From an optimization exercise on the open Yosys and OpenROAD flow, aimed at small area, a short achievable clock period and few clock cycles per item; shortcuts taken in it are not production practice.
At most, simulation tests tie the RTL to the original design; equivalence was not proved.
Power and IR drop assume default switching activity.

## run a
// fsync_refmgr
module fsync_refmgr (
    input  wire        clk,
    input  wire        rst,
    input  wire        cmd_valid,
    output wire        cmd_ready,
    input  wire [31:0] cmd,
    output reg         done,
    output reg  [7:0]  status_code,
    output reg  [7:0]  last_opc,
    output reg  [31:0] result0,
    output reg  [31:0] result1,
    output reg         direction,
    output reg  [1:0]  p_refs,
    output reg  [1:0]  ref_count,
    output reg  [15:0] ref0,
    output reg  [15:0] ref1,
    output reg  [1:0]  prep_count,
    output reg  [15:0] prep0,
    output reg  [15:0] prep1,
    output reg  [4:0]  ring_count,
    output reg  [31:0] next_display,
    output reg  [5:0]  evq_count
);
    localparam MAX_REFS = 2;
    localparam RING_CAP = 16;
    localparam EVQ_CAP  = 32;
    localparam OP_NOP        = 8'h00;
    localparam OP_RESET      = 8'h01;
    localparam OP_EV_POP     = 8'h02;
    localparam OP_SET_DIR    = 8'h40;
    localparam OP_SET_PREFS  = 8'h41;
    localparam OP_REF_PREP   = 8'h42;
    localparam OP_REF_UPD    = 8'h43;
    localparam OP_POST_DEC   = 8'h44;
    localparam OP_REV_REMOVE = 8'h45;
    localparam ST_OK          = 8'h00;
    localparam ST_SELF_REF    = 8'h04;
    localparam ST_EMPTY       = 8'h05;
    localparam ST_INSUFF_REFS = 8'h14;
    localparam ST_ILLEGAL     = 8'h20;
    localparam ST_RING_FULL   = 8'h23;
    localparam ST_EVQ_FULL    = 8'h24;
    localparam ST_NOT_IN_LIST = 8'h25;
    localparam ST_STATE       = 8'h26;
    reg         ready;
    reg         cmd_v;
  ...
Settings: LEC_CHECK=0, CAP_MARGIN=20, CORE_MARGIN=2, CORE_UTILIZATION=60, SETUP_SLACK_MARGIN=5, SLEW_MARGIN=20; clock period 8.0 ns.
run.sh (not shown) runs the stock make flow with config.mk's settings and CLKGATE_MAP_FILE= SYNTH_SCRIPT=/design/flow/synth_recipe.tcl, a recipe that flattens the netlist after the stock synthesis.
## Diff of input files: run b against run a
--- a/flow/design.v
+++ b/flow/design.v
@@ -203,33 +203,32 @@
         case (ptype)
             2'd1:    req = p_refs;
             2'd2:    req = 2'd2;
             default: req = 2'd0;
         endcase
     end
     wire evq_empty = (evq_count == 6'd0);
     wire evq_full  = evq_count[5];                               
     wire evq_room2 = (evq_count <= 6'd30);
     wire [6:0] evq_need = {1'b0, evq_count} + {2'b00, ring_count};
-    reg  [6:0] room;
-    wire evq_room_drain = !room[6];
+    wire evq_room_drain = (evq_need <= 7'd31);                   
     wire ring_full = ring_count[4];
     wire hit0 = (ref_count != 2'd0) && (ref0 == frame);
     wire hit1 = ref_count[1] && (ref1 == frame);
     wire upd_rel   = op_upd && ((refb && fld && ref_count == MAX_REFS) || !refb);
     wire upd_ok    = !upd_rel || !evq_full;
     wire post_ok   = !direction ? !evq_full : (refb ? evq_room_drain : !ring_full);
     wire rem_ok    = (hit0 || hit1) && (fld ? evq_room2 : !evq_full);
     assign evq_pop = exec && op_pop && !evq_empty;
     reg  [31:0] pop_disp;
-    wire [4:0]  nd_skip = (direction && refb) ? ring_count : 5'd0;
-    wire [31:0] nd_next = next_display + {27'd0, nd_skip} + 32'd1;
+    wire [31:0] nd_inc  = next_display + 32'd1;
+    wire [31:0] nd_ring = next_display + {27'd0, ring_count} + 32'd1;
     always @(*) begin
         evq_push      = 1'b0;
         evq_push_data = {op_post, frame};
         ring_push     = 1'b0;
         if (rel2p) begin
             evq_push      = 1'b1;
             evq_push_data = evq_last;
         end else if (xfer != 5'd0) begin
             evq_push      = 1'b1;
             evq_push_data = {1'b1, ring_head};
@@ -277,21 +276,20 @@
             ref_count    <= 2'd0;
             ref0         <= 16'd0;
             ref1         <= 16'd0;
             prep_count   <= 2'd0;
             prep0        <= 16'd0;
             prep1        <= 16'd0;
             ring_count   <= 5'd0;
             evq_count    <= 6'd0;
             next_display <= 32'd0;
             pop_disp     <= 32'd0;
-            room         <= 7'd31;
         end else begin
             done  <= exec;
             rel2p <= 1'b0;
             if (!rel2p && xfer != 5'd0)
                 xfer <= xfer - 5'd1;
             if (exec) begin
                 last_opc    <= opc;
                 status_code <= op_ill ? ST_ILLEGAL : ST_OK;
                 if (op_reset) begin
                     xfer         <= 5'd0;
@@ -300,30 +298,28 @@
                     ref_count    <= 2'd0;
                     ref0         <= 16'd0;
                     ref1         <= 16'd0;
                     prep_count   <= 2'd0;
                     prep0        <= 16'd0;
                     prep1        <= 16'd0;
                     ring_count   <= 5'd0;
                     evq_count    <= 6'd0;
                     next_display <= 32'd0;
                     pop_disp     <= 32'd0;
-                    room         <= 7'd31;
                 end
                 if (op_pop) begin
                     if (evq_empty) begin
                         status_code <= ST_EMPTY;
                         result0     <= 32'd0;
                         result1     <= 32'd0;
                     end else begin
                         evq_count <= evq_count - 6'd1;
-                        room      <= room + 7'd1;
                         result0   <= {2'b00, evq_head[16], !evq_head[16], 12'd0, evq_head[15:0]};
                         if (evq_head[16]) begin
                             result1  <= pop_disp;
                             pop_disp <= pop_disp + 32'd1;
                         end else begin
                             result1  <= 32'd0;
                         end
                     end
                 end
                 if (op_dir) begin
@@ -359,73 +355,68 @@
                         prep0       <= 16'd0;
                         prep1       <= 16'd0;
                         result0     <= 32'd0;
                         status_code <= ST_INSUFF_REFS;
                     end
                 end
                 if (op_upd) begin
                     if (!upd_ok) begin
                         status_code <= ST_EVQ_FULL;
                     end else begin
-                        if (upd_rel) begin
+                        if (upd_rel)
                             evq_count <= evq_count + 6'd1;
-                            room      <= room - 7'd1;
-                        end
                         if (refb && fld) begin
                             if (ref_count == MAX_REFS) begin
                                 ref0 <= ref1;
                                 ref1 <= frame;
                             end else begin
                                 if (ref_count == 2'd0)
                                     ref0 <= frame;
                                 else
                                     ref1 <= frame;
                                 ref_count <= ref_count + 2'd1;
                             end
                         end
                         if (refb && fld && ref_count != MAX_REFS)
                             result0 <= {30'd0, ref_count + 2'd1};
                         else
                             result0 <= {30'd0, ref_count};
                     end
                 end
                 if (op_post) begin
-                    if (post_ok)
-                        room <= room - 7'd1;
                     if (!post_ok) begin
                         status_code <= !direction || refb ? ST_EVQ_FULL : ST_RING_FULL;
                     end else if (!direction) begin
                         evq_count    <= evq_count + 6'd1;
-                        next_display <= nd_next;
+                        next_display <= nd_inc;
                         result0      <= 32'd1;
-                        result1      <= nd_next;
+                        result1      <= nd_inc;
                     end else if (!refb) begin
                         ring_count <= ring_count + 5'd1;
                         result0    <= 32'd0;
                         result1    <= next_display;
                     end else begin
                         evq_count    <= evq_need[5:0] + 6'd1;
                         ring_count   <= 5'd0;
                         xfer         <= ring_count;
-                        next_display <= nd_next;
+                        next_display <= nd_ring;
                         result0      <= {27'd0, ring_count} + 32'd1;
-                        result1      <= nd_next;
+                        result1      <= nd_ring;
                     end
                 end
                 if (op_rem) begin
                     if (!(hit0 || hit1)) begin
                         status_code <= ST_NOT_IN_LIST;
                     end else if (!rem_ok) begin
                         status_code <= ST_EVQ_FULL;
                     end else begin
                         evq_count <= evq_count + (fld ? 6'd2 : 6'd1);
-                        room      <= room - (fld ? 7'd2 : 7'd1);
                         rel2p     <= fld;
                         if (hit0)
                             ref0 <= ref1;
                         ref1      <= 16'd0;
                         ref_count <= ref_count - 2'd1;
                         result0   <= {30'd0, ref_count - 2'd1};
                     end
                 end
             end
         end
## What came out
Across both runs, area share of and/or/nand/nor cells after synthesis was lower for run b than for run a. Cmp run b and run a / starting utilization of the core area / lower: run b. Looking at required time at the worst-slack endpoint, run b sits 2170 ps higher than run a does. Delta (run b minus run a): clock-buffer cell count comparable; power now smaller; cell count after synthesis now smaller.
Testbench counts of run b, summed over its fixed seeds: cycles 18,671, commands 18,562.
The RTL of run a was laid out without a check of its function.

afterwards: timing with drivers on the ports:
No port has a modelled driver above. Below, the same layouts with a new extraction and two added sets of constraints.
Step 1, drivers: a clkbuf_16 drives clk and a buf_2 each remaining input, both assumed.
Step 2 also shifts input and output timing later by t, the mid clock arrival at the registers, as if the neighbouring blocks saw the same clock.
a / b / c = ideal / step 1 / step 2; a / b = the first two.
| run | shift t [ns] | setup WS [ns] | cell pins on the clock port's net |
|---|---|---|---|
| run a | 0.752 | 4.986 / 4.914 / 4.357 | 1 |
| run b | 0.749 | 4.902 / 4.853 / 4.297 | 1 |
After both steps setup and hold are still met in every run listed. For run a, which loses most, drivers alone change the setup slack by -0.072 ns; drivers and shift together by -0.629 ns.
